Context: an optimization exercise on an open-source flow, tuned for small area and a short achievable clock period. The choices shown serve that exercise and are no tape-out recipe.
Where RTL was checked, it was by simulation tests only, not by an equivalence proof against the original.
Only the layout flow was run in run 1; the RTL was not checked for function there.
Power is estimated from default activity; no workload was simulated.

## flow/design.v (module list and top-level ports; edited modules follow where they fit)
// module fsk_rx: 974 lines
module fsk_rx (
    input  wire        clk,
    input  wire        rst,           
    input  wire        in_valid,
    input  wire [15:0] in_i,
    input  wire [15:0] in_q,
    output reg         db_valid,
    output wire [7:0]  db_level,
    output wire [31:0] db_maxsq,
    output reg         hit_valid,
    output reg         byte_valid,
    output wire [7:0]  byte_data,
    output reg         byte_first,
    output reg         byte_last
);
  // ...
==> flow/flow/run.sh <==
#!/bin/bash
set -euo pipefail
bash standard.sh "BUFFER_PORTS_ARGS=-buffer_cell sky130_fd_sc_hd__buf_2" SETUP_SLACK_MARGIN=8.5 finish > standard.log 2>&1
==> flow/standard.sh <==
#!/bin/bash
# synth_recipe.tcl (not shown) runs the flow's synth.tcl, then flattens the netlist and writes it again
# the make line also repeats each setting of config.mk as NAME=value (left out here)
make -C /OpenROAD-flow-scripts/flow DESIGN_CONFIG=/design/flow/config.mk WORK_HOME=/design/flow/orfs CLKGATE_MAP_FILE= SYNTH_SCRIPT=/design/flow/synth_recipe.tcl "${@:-finish}"
==> flow/config.mk <==
export PLATFORM = sky130hd
export DESIGN_NAME = fsk_rx
export DESIGN_NICKNAME = fsk_rx
export VERILOG_FILES = /design/flow/design.v
export SDC_FILE = /design/flow/constraint.sdc
export NUM_CORES = 4
export LEC_CHECK = 0
export CAP_MARGIN = 20
export CORE_MARGIN = 2
export CORE_UTILIZATION = 40
export SLEW_MARGIN = 20
==> flow/constraint.sdc <==
create_clock -name core_clock -period 12.0 [get_ports {clk}]
set_input_delay 2.4000 -clock core_clock [delete_from_list [all_inputs] [get_ports {clk}]]
set_output_delay 2.4000 -clock core_clock [all_outputs]
set_load 0.01 [all_outputs]
==> impl_results.md, run 1 <==
- DP HPWL: 60.7 mm
- Final Hold Violating Endpoints: 0
- Grt total ovfl: 0
- Layout cells sized above 1: 19.0%
- Cell-internal power: 3.91 mW
- Switching power total: around 2.6 mW
- Final Non-Filler Cells: 4360
- Signal buf overhead: 7.64%
- Status: timing/DRC/antenna clean
- Largest family of logic cells by synthesized area: adder cells
- CTS hold repair buffers: 0
- Top cells by area, synth: fa_1, dfxtp_1, edfxtp_1
- Tmin final: ~3.8 ns
- Regs by FF count: curmax (32), xmax (32), m_s (31)
- Multi-input logic cell count: around 2.3k
- Top_reg_cell synth: dfxtp_1
- Crit Path Class: flip-flop to flip-flop
- Data required time of the critical path: 12.48 ns
- Post-CTS Setup Repair Bufs: 131
- M2 GR Usage: 35.5%
- Drt wl/cell: 19.9 um
- Cell variety after synth: 81
- Commonest non-fill, non-tap cell in the layout: inv_1
- Seq/Total Area, Yosys: 28.1%
- Met3 wire len: 6.43 mm
- Comb pwr: 3.38 mW
- WP data arrival: 4.29 ns
- Power Dens Cells: 186 nW/um^2
- Worst R2R Start: lvl[7]
- Initial antenna violation count: 1
- Worst setup path startpoint: lvl[7]
- Most common cell in the netlist: inv_1
==> run 2: changes to the inputs <==
--- a/flow/design.v
+++ b/flow/design.v
@@ -708,42 +708,26 @@
             8'd130: db_thr = 32'd1701766108;
             8'd131: db_thr = 32'd2142396598;
             default: db_thr = {32{r[7]}};    
             endcase
         end
     endfunction
     reg  [7:0] lvl;           
     reg  [7:0] sar_bit;       
-    reg        sar_cmp;       
-    reg  [3:0] b_gt;          
-    reg  [3:1] b_eq;          
     wire [7:0] r_cur   = {~lvl[7], lvl[6:0]};
     wire [7:0] r_trial = r_cur | sar_bit;
-    wire [31:0] thr    = db_thr(r_trial);
-    wire       r_keep  = sar_cmp & (b_gt[3] | (b_eq[3] & (b_gt[2] | (b_eq[2] & (b_gt[1] | (b_eq[1] & b_gt[0]))))));
+    wire       r_keep  = (xmax >= db_thr(r_trial));
     always @(posedge clk) begin
-        b_gt[3] <= (xmax[31:24] >  thr[31:24]);
-        b_gt[2] <= (xmax[23:16] >  thr[23:16]);
-        b_gt[1] <= (xmax[15:8]  >  thr[15:8]);
-        b_gt[0] <= (xmax[7:0]   >= thr[7:0]);
-        b_eq[3] <= (xmax[31:24] == thr[31:24]);
-        b_eq[2] <= (xmax[23:16] == thr[23:16]);
-        b_eq[1] <= (xmax[15:8]  == thr[15:8]);
         if (rst) begin
             sar_bit  <= 8'd0;
-            sar_cmp  <= 1'b0;
             db_valid <= 1'b0;
         end else begin
-            if (buf_done2)
-                sar_bit <= 8'h80;
-            else if (sar_cmp)
-                sar_bit <= {1'b0, sar_bit[7:1]};
-            sar_cmp  <= ~buf_done2 & ~sar_cmp & (sar_bit != 8'd0);
-            db_valid <= sar_cmp & sar_bit[0];
+            sar_bit  <= buf_done2 ? 8'h80 : {1'b0, sar_bit[7:1]};
+            db_valid <= sar_bit[0];
         end
         if (buf_done2)
             lvl <= 8'h80;
         else if (r_keep)
             lvl <= {~r_trial[7], r_trial[6:0]};
     end
     assign db_level = lvl;
     reg  [15:0] pi, pq;         
@@ -781,18 +765,17 @@
     wire da1_two = (na[4] & ~na[3] & ~na[2]) | (~na[4] & na[3] & na[2]);
     wire na1     = na[4];
     wire db0_one = nb[1] ^ nb[0];
     wire db0_two = (nb[2] & ~nb[1] & ~nb[0]) | (~nb[2] & nb[1] & nb[0]);
     wire nb0     = ~nb[2];
     wire db1_one = nb[3] ^ nb[2];
     wire db1_two = (nb[4] & ~nb[3] & ~nb[2]) | (~nb[4] & nb[3] & nb[2]);
     wire nb1     = ~nb[4];
-    reg  acc_clr;               
-    wire acc_en  = ~acc_clr;
+    wire acc_en  = ~st[1];
     wire [21:0] xs_s, xs_c;
   wire xt_1, xt_2, xt_3, xt_4, xt_5, xt_6, xt_7, xt_8, xt_9, xt_10, xt_11, xt_12, xt_13, xt_14, xt_15, xt_16;
   wire xt_17, xt_18, xt_19, xt_20, xt_21, xt_22, xt_23, xt_24, xt_25, xt_26, xt_27, xt_28, xt_29, xt_30, xt_31, xt_32;
   wire xt_33, xt_34, xt_35, xt_36, xt_37, xt_38, xt_39, xt_40, xt_41, xt_42, xt_43, xt_44, xt_45, xt_46, xt_47, xt_48;
   wire xt_49, xt_50, xt_51, xt_52, xt_53, xt_54, xt_55, xt_56, xt_57, xt_58, xt_59, xt_60, xt_61, xt_62, xt_63, xt_64;
   wire xt_65, xt_66, xt_67, xt_68, xt_69, xt_70, xt_71, xt_72, xt_73, xt_74, xt_75, xt_76, xt_77, xt_78, xt_79, xt_80;
   wire xt_81, xt_82, xt_83, xt_84, xt_85, xt_86, xt_87, xt_88, xt_89, xt_90, xt_91, xt_92, xt_93, xt_94, xt_95, xt_96;
   wire xt_97, xt_98, xt_99, xt_100, xt_101, xt_102, xt_103, xt_104;
@@ -898,77 +881,71 @@
   assign xt_100 = (xt_60 & xt_61) | (xt_60 & (((db1_one & pi[14]) | (db1_two & pi[13])) ^ nb1)) | (xt_61 & (((db1_one & pi[14]) | (db1_two & pi[13])) ^ nb1));
   assign xt_101 = ~(xt_62 ^ xt_63);
   assign xt_102 = xt_62 | xt_63;
   assign xt_103 = ~(xt_64 ^ xt_65);
   assign xt_104 = xt_64 | xt_65;
   assign xs_s = {1'b1, 1'b1, xt_104, xt_102, xt_100, xt_98, xt_96, xt_94, xt_92, xt_90, xt_88, xt_86, xt_84, xt_82, xt_80, xt_78, xt_76, xt_74, xt_72, xt_70, xt_68, xt_67};
   assign xs_c = {1'b0, 1'b0, xt_66, xt_103, xt_101, xt_99, xt_97, xt_95, xt_93, xt_91, xt_89, xt_87, xt_85, xt_83, xt_81, xt_79, xt_77, xt_75, xt_73, xt_71, xt_69, nb0};
     always @(posedge clk) begin
-        acc_clr <= st[0];
         ps     <= xs_s;
         pc     <= xs_c;
         acc    <= ({{4{acc[21]}}, acc[21:4]} & {22{acc_en}}) + ps + pc;
         acc_nz <= (acc[3:0] != 4'd0) | (acc_nz & ~st[2]);
     end
     wire bit_valid = st[5];
     wire bit_val   = ~acc[21] & ((acc != 22'd0) | acc_nz);
-    function [5:0] sync_next(input [4:0] q, input b);
-        begin
-            sync_next = (q[4] ? (q[3] ? (q[2] ? (q[1] ? (q[0] ? (b ? 6'd32 : 6'd1) : (b ? 6'd2 : 6'd31)) : (q[0] ? (b ? 6'd2 : 6'd30) : (b ? 6'd0 : 6'd29))) : (q[1] ? (q[0] ? (b ? 6'd28 : 6'd4) : (b ? 6'd27 : 6'd1)) : (q[0] ? (b ? 6'd26 : 6'd1) : (b ? 6'd3 : 6'd25)))) : (q[2] ? (q[1] ? (q[0] ? (b ? 6'd24 : 6'd1) : (b ? 6'd2 : 6'd23)) : (q[0] ? (b ? 6'd2 : 6'd22) : (b ? 6'd3 : 6'd21))) : (q[1] ? (q[0] ? (b ? 6'd20 : 6'd1) : (b ? 6'd5 : 6'd19)) : (q[0] ? (b ? 6'd0 : 6'd18) : (b ? 6'd17 : 6'd1))))) : (q[3] ? (q[2] ? (q[1] ? (q[0] ? (b ? 6'd16 : 6'd1) : (b ? 6'd0 : 6'd15)) : (q[0] ? (b ? 6'd14 : 6'd1) : (b ? 6'd13 : 6'd1))) : (q[1] ? (q[0] ? (b ? 6'd12 : 6'd4) : (b ? 6'd11 : 6'd6)) : (q[0] ? (b ? 6'd10 : 6'd1) : (b ? 6'd0 : 6'd9)))) : (q[2] ? (q[1] ? (q[0] ? (b ? 6'd8 : 6'd1) : (b ? 6'd7 : 6'd1)) : (q[0] ? (b ? 6'd3 : 6'd6) : (b ? 6'd5 : 6'd1))) : (q[1] ? (q[0] ? (b ? 6'd0 : 6'd4) : (b ? 6'd3 : 6'd1)) : (q[0] ? (b ? 6'd2 : 6'd1) : (b ? 6'd0 : 6'd1))))));
-        end
-    endfunction
-    reg [7:0]  shreg;
+    reg [31:0] win;
     reg [11:0] cnt;
     reg        in_hdr, in_pay;
-    wire [7:0] byte_now = {bit_val, shreg[7:1]};
-    wire [5:0] q_next   = sync_next(cnt[4:0], bit_val);
-    wire       byte_end = (cnt[2:0] == 3'd0);
-    wire       cnt_zero = (cnt == 12'd0);
-    assign byte_data = shreg;
+    wire [31:0] win_next = {bit_val, win[31:1]};
+    wire        sync_hit = (cnt[4:0] == 5'd0) && (win_next == SYNC_WORD);
+    wire        byte_end = (cnt[2:0] == 3'd0);
+    wire        cnt_zero = (cnt == 12'd0);
+    assign byte_data = win[31:24];
     always @(posedge clk) begin
         if (bit_valid)
-            shreg <= byte_now;
+            win <= win_next;
     end
     always @(posedge clk) begin
         if (rst) begin
             in_hdr     <= 1'b0;
             in_pay     <= 1'b0;
-            cnt        <= 12'd0;
+            cnt        <= 12'd31;
             hit_valid  <= 1'b0;
             byte_valid <= 1'b0;
             byte_first <= 1'b0;
             byte_last  <= 1'b0;
         end else begin
             hit_valid  <= 1'b0;
             byte_valid <= 1'b0;
             if (bit_valid) begin
                 if (in_hdr) begin
                     byte_valid <= byte_end;
                     byte_first <= (cnt[3:0] == 4'd8);
                     byte_last  <= 1'b0;
                     if (cnt_zero) begin
-                        cnt    <= {byte_now + 9'd2, 3'b111};
+                        cnt    <= {win_next[31:24] + 9'd2, 3'b111};
                         in_hdr <= 1'b0;
                         in_pay <= 1'b1;
                     end else
                         cnt <= cnt - 12'd1;
                 end else if (in_pay) begin
                     byte_valid <= byte_end;
                     byte_first <= 1'b0;
                     byte_last  <= cnt_zero;
                     if (cnt_zero) begin
-                        cnt    <= 12'd0;
+                        cnt    <= 12'd31;
                         in_pay <= 1'b0;
                     end else
                         cnt <= cnt - 12'd1;
                 end else begin
-                    if (q_next[5]) begin
+                    if (sync_hit) begin
                         hit_valid <= 1'b1;
                         in_hdr    <= 1'b1;
                         cnt       <= 12'd15;
-                    end else
-                        cnt       <= {7'd0, q_next[4:0]};
+                    end else if (cnt[4:0] != 5'd0)
+                        cnt <= cnt - 12'd1;
                 end
             end
         end
     end
 endmodule
==> flow/run.sh (new file) <==
#!/bin/bash
# synth_recipe.tcl (not shown) runs the flow's synth.tcl, then flattens the netlist and writes it again
# the make line also repeats each setting of config.mk as NAME=value (left out here)
make -C /OpenROAD-flow-scripts/flow DESIGN_CONFIG=/design/flow/config.mk WORK_HOME=/design/flow/orfs CLKGATE_MAP_FILE= SYNTH_SCRIPT=/design/flow/synth_recipe.tcl finish
removed: flow/flow/run.sh
removed: flow/standard.sh
==> run 2 against run 1 <==
Total power shrank 2.0%. Critical path depth shrank 2. Clock power is 7% higher. Synthesized cell count shrank 1.3%. Synthesized area up 0.20%. Clock skew rose by 0.012 ns. Flip-flop and latch count is 14 higher. Critical endpoint is now lvl[6]. Largest power group unchanged.
==> impl_results.md, run 2 <==
- Max-cap violations: 0 (unchanged)
- Final wirelength: 84.1 mm (was 86.8 mm)
- CTS Buf Count: 46 (was 43)
- Die Y: 276 um (was 275 um)
- RR Endpoint: lvl[6] (was b_gt[0])
- Slew HR: 25.9% (was 34.8%)
- DIE AREA: 75900 um^2 (was 75800 um^2)
- Clock skew: 0.0405 ns (was 0.0286 ns)
- Crit Path Class: flip-flop to flip-flop (unchanged)
- Slew @ Worst Pin: 1.10 ns (was 0.979 ns)
- Cell variety after synth: 87 (was 81)
- DP HPWL: 62.4 mm (was 60.7 mm)
- Post-synth top cells: inv_1, fa_1, dfxtp_1, nand2_1, nor2_1 (unchanged)
- Largest net degree at the start of global routing: 85 (was 97)
- Leading area contributor after synthesis: fa_1 (unchanged)
- Post-CTS Setup Repair Bufs: 0 (was 131)
- DRC: 0 (unchanged)
- Reg2reg path depth: 17 (was 19)
- Final Hold Violating Endpoints: 0 (unchanged)
- Top cells by area, synth: fa_1, dfxtp_1, edfxtp_1 (unchanged)
- Number of port buffers: 87 (unchanged)
- Reg power frac: 28.4% (was 26.8%)
- Clock power frac: 22.8% (was 20.9%)
- Core Area: 73000 um^2 (unchanged)
- Switching power total: 2.50 mW (was 2.56 mW)
- Post-synth ARST share: 0% (unchanged)
- Yosys warnings: 1 (unchanged)
- Post-route ant nets: 0 (unchanged)
- M2 GR Usage: 33.6% (was 35.5%)
- Worst-case clock buffer depth: 3 (unchanged)
- Seq/Total Area, Yosys: 29.8% (was 28.1%)
- Comb power frac: 48.8% (was 52.3%)
- Worst setup path startpoint: lvl[3] (was lvl[7])
- Clock transition at path regs: 0.06 ns (about the same)
- Fill cells: 6930 (was 6870)
- Vias in the first global route: 22.4k (was 23.4k)
- Commonest non-fill, non-tap cells in the layout: inv_1, fa_1, nand2_1 (was inv_1, nand2_1, fa_1)
- CTS hold repair buffers: 0 (unchanged)
- Grt total ovfl: 0 (unchanged)
- CTS-repair resized insts: 0 (was 196)
- Setup Viol. Count Final: 0 (unchanged)
- Final Max Tran Viols: 0 (unchanged)
- Vias: 23.1k (was 24.3k)
- Global-route met1 utilization: 31.9% (about the same)
- VDD IR-drop max: 0.110 mV (was 0.119 mV)
- Tcrit/Tclk final: 46.6% (was 31.7%)
- GPL Wtd Cong: 0.995 (was 0.967)
- Met3 Track Usage GR: 3.76% (was 4.05%)
- HP Class: flip-flop to flip-flop (unchanged)
- Layout cells sized above 1: 5.54% (was 19.0%)
- FF/Latch Area: 8780 um^2 (was 8420 um^2)
- # clock sinks: 375 (was 361)
- Data required time of the critical path: 12.49 ns (was 12.48 ns)
- Die X: 276 um (was 275 um)
- Synth top area share: 18.7% (about the same)
- CTS tree: built (unchanged)
- Avg Cell Area, Syn: 9.25 um^2 (was 9.11 um^2)
- Initial DRC Count: 1883 (was 2472)
- Htree depth: 2 (unchanged)
- First-pass DRT Iterations: 6 (was 9)
- Worst R2R Setup Slack: 6.40 ns (was 8.19 ns)
- Synthesized net count: 3701 (was 3750)
- Max Fclk: 179 MHz (was 263 MHz)
- Switching Fraction: 39.5% (about the same)
- Power Dens Cells: 194 nW/um^2 (was 186 nW/um^2)
- Most common cell in the netlist: inv_1 (unchanged)
- Crit start category: flip-flop (unchanged)
- Clk latency of the worst-skew pair: 0.60 ns (was 0.58 ns)
- RSZ-0062 raised after global routing: false (was true)
- Final Util: 44.8% (was 47.7%)
- Global-route wire length before repair: 132 mm (was 136 mm)
- TNS Setup: 0 ns (unchanged)
- Final antenna diode count: 0 (unchanged)
- Post-synth EDFFs: 127 (was 104)
- CTS Root Cell: clkbuf_16 (unchanged)
- Std-Cell Rows: 99 (unchanged)
- #FFs+latches synth: 375 (was 361)
- Drt via density: 5.57 (about the same)
- GR peak layer: met2 (unchanged)
- Synth Instances: 3189 (was 3230)
- Regs by FF count: curmax (32), xmax (32) (was curmax (32), xmax (32), m_s (31))
- Peak fanout along the critical path: 32 (was 10)
- Tmin final: 5.60 ns (was 3.81 ns)
- Status: timing/DRC/antenna clean (unchanged)
- Initial core utilization: 40.4% (was 40.3%)
- Worst Setup EP: lvl[6] (was b_gt[0])
- WP data arrival: 6.09 ns (was 4.29 ns)
- Area delta synth->final: 10.8% (was 18.2%)
- Multi-input gate area: 18600 um^2 (was 19700 um^2)
- Cell-internal power: 3.84 mW (was 3.91 mW)
- Commonest non-fill, non-tap cell in the layout: inv_1 (unchanged)
- GR Util All Layers: 22.2% (was 22.8%)
- Mapped Area: 29500 um^2 (was 29400 um^2)
- NumNets Final: 3668 (was 3886)
- Drt wl/cell: 20.2 um (was 19.9 um)
- Crit path capture type: flip-flop (unchanged)
- Leakage: 13.7 nW (was 15.0 nW)
- Initial antenna violation count: 0 (was 1)
- IO Pins: 88 (unchanged)
- Top_reg_cell synth: dfxtp_1 (unchanged)
- Worst R2R Start: lvl[3] (was lvl[7])
[run 2: cell types whose count changed after synthesis, moves of 9 or more]
cell,change
buf_4,+11
o21ai_0,+18
o22ai_1,-23
and2_1,+9
a21o_1,-10
nor2b_1,-9
a211oi_1,-14
dfxtp_1,-9
edfxtp_1,+23
nand4_1,+9
clkbuf_1,-11
a21oi_1,-10
mux2i_1,-9
nor4_1,+11
[run 2: how the worst min path moves through the flow]
stage | startpoint | cells past startpoint | endpoint
global placement | last1 | 2 | buf_done2
floorplan | nb[5] | 2 | nb[1]
global route | st[2] | 1 | acc_nz
finish | last1 | 2 | buf_done2
CTS | last1 | 2 | buf_done2
detailed placement | last1 | 2 | buf_done2
[run 2: layout make-up]
type / instances / area share [%]
inverter: 352 / 4.05
clock inverter: 28 / 1.08
sequential: 375 / 26.9
timing repair buffer: 127 / 3.57
tap: 959 / 3.67
clock buffer: 58 / 3.82
multi-input combinational: 2254 / 56.9
[run 2: per-layer routing]
layer / up-vias / part of all wire (%)
met2: 891 / 44
met1: 11227 / 46
met5: - / 0
li1: 10848 / -
met4: 0 / 3.4
met3: 183 / 7.1
[run 2: cells by family (layout without fill, tap and decap cells)]
| family | after synthesis | count (layout) | share of synthesized area (%) |
|---|---|---|---|
| and+or+nand+nor | 919 | 919 | 15.4 |
| buffers and inverters | 560 | 565 | 7.32 |
| DFF | 375 | 375 | 29.8 |
| AOI/OAI and AO/OA | 690 | 690 | 14.9 |
| adders and majority gates | 501 | 501 | 28.0 |
| muxes | 31 | 31 | 1.17 |
| xor gates and xnor gates | 113 | 113 | 3.36 |
[run 2: power by group through the flow]
| stage | registers, mW | clock network, mW | logic (mW) |
|---|---|---|---|
| global route | 1.83 | 1.54 | 3.60 |
| CTS | 1.81 | 1.49 | 3.14 |
| global placement | 1.83 | 0 | 3.09 |
| floorplan | 1.74 | 0 | 2.38 |
| finish | 1.80 | 1.45 | 3.09 |
| detailed placement | 1.83 | 0 | 3.12 |
[run 2: stage by stage]
stage / instances / cell area [um^2] / power (mW) / hold slack, ns / setup slack (ns)
6_report: 4153 / 32700 / 6.35 / 0.416 / 6.40
5_1_grt: 4153 / 32700 / 6.97 / 0.447 / 6.21
2_1_floorplan: 3189 / 29500 / 4.12 / 0.401 / 7.37
4_1_cts: 4153 / 32700 / 6.45 / 0.418 / 6.57
3_3_place_gp: 4067 / 31100 / 4.92 / 0.402 / 6.71
3_5_place_dp: 4067 / 31100 / 4.96 / 0.408 / 6.59
[run 2: worst max-delay path, stage by stage (launching register included)]
cell and delay, ns:
dfxtp_1 0.37, or2_1 0.24, buf_4 0.26, nor2_2 0.62, a32oi_1 0.11, o21ai_0 0.38
nor4_1 0.15, o211a_4 0.28, a221o_1 0.35, nor3_1 0.39, ha_1 0.32, a2111o_1 0.44
a211oi_1 0.25, o21ai_0 0.13, a221oi_1 0.36, o21ai_0 0.18, a31o_2 0.37, a22o_1 0.24

==> re-timing with driven ports <==
No port has a modelled driver above. Below, the same layouts with a new extraction and two added sets of constraints.
Step 1 assumes that a clkbuf_16 drives the clock port and a buf_2 every other input.
Step 2, shift: input delay + t, output delay - t, t = (earliest + latest rising clock arrival at the registers) / 2. This alone moves slack from input paths to output paths.
Three values: ideal ports, drivers, drivers and shift; two values: the first two.
| run | t, ns | setup slack, ns | pins driven straight from the clock port |
|---|---|---|---|
| run 1 | 0.629 | 8.193 / 8.193 / 8.034 | 1 |
| run 2 | 0.639 | 6.402 / 6.402 / 6.402 | 1 |
After both steps setup and hold are still met in every run listed. For run 1, which loses most, drivers alone change the setup slack by 0.000 ns; drivers and shift together by -0.159 ns.
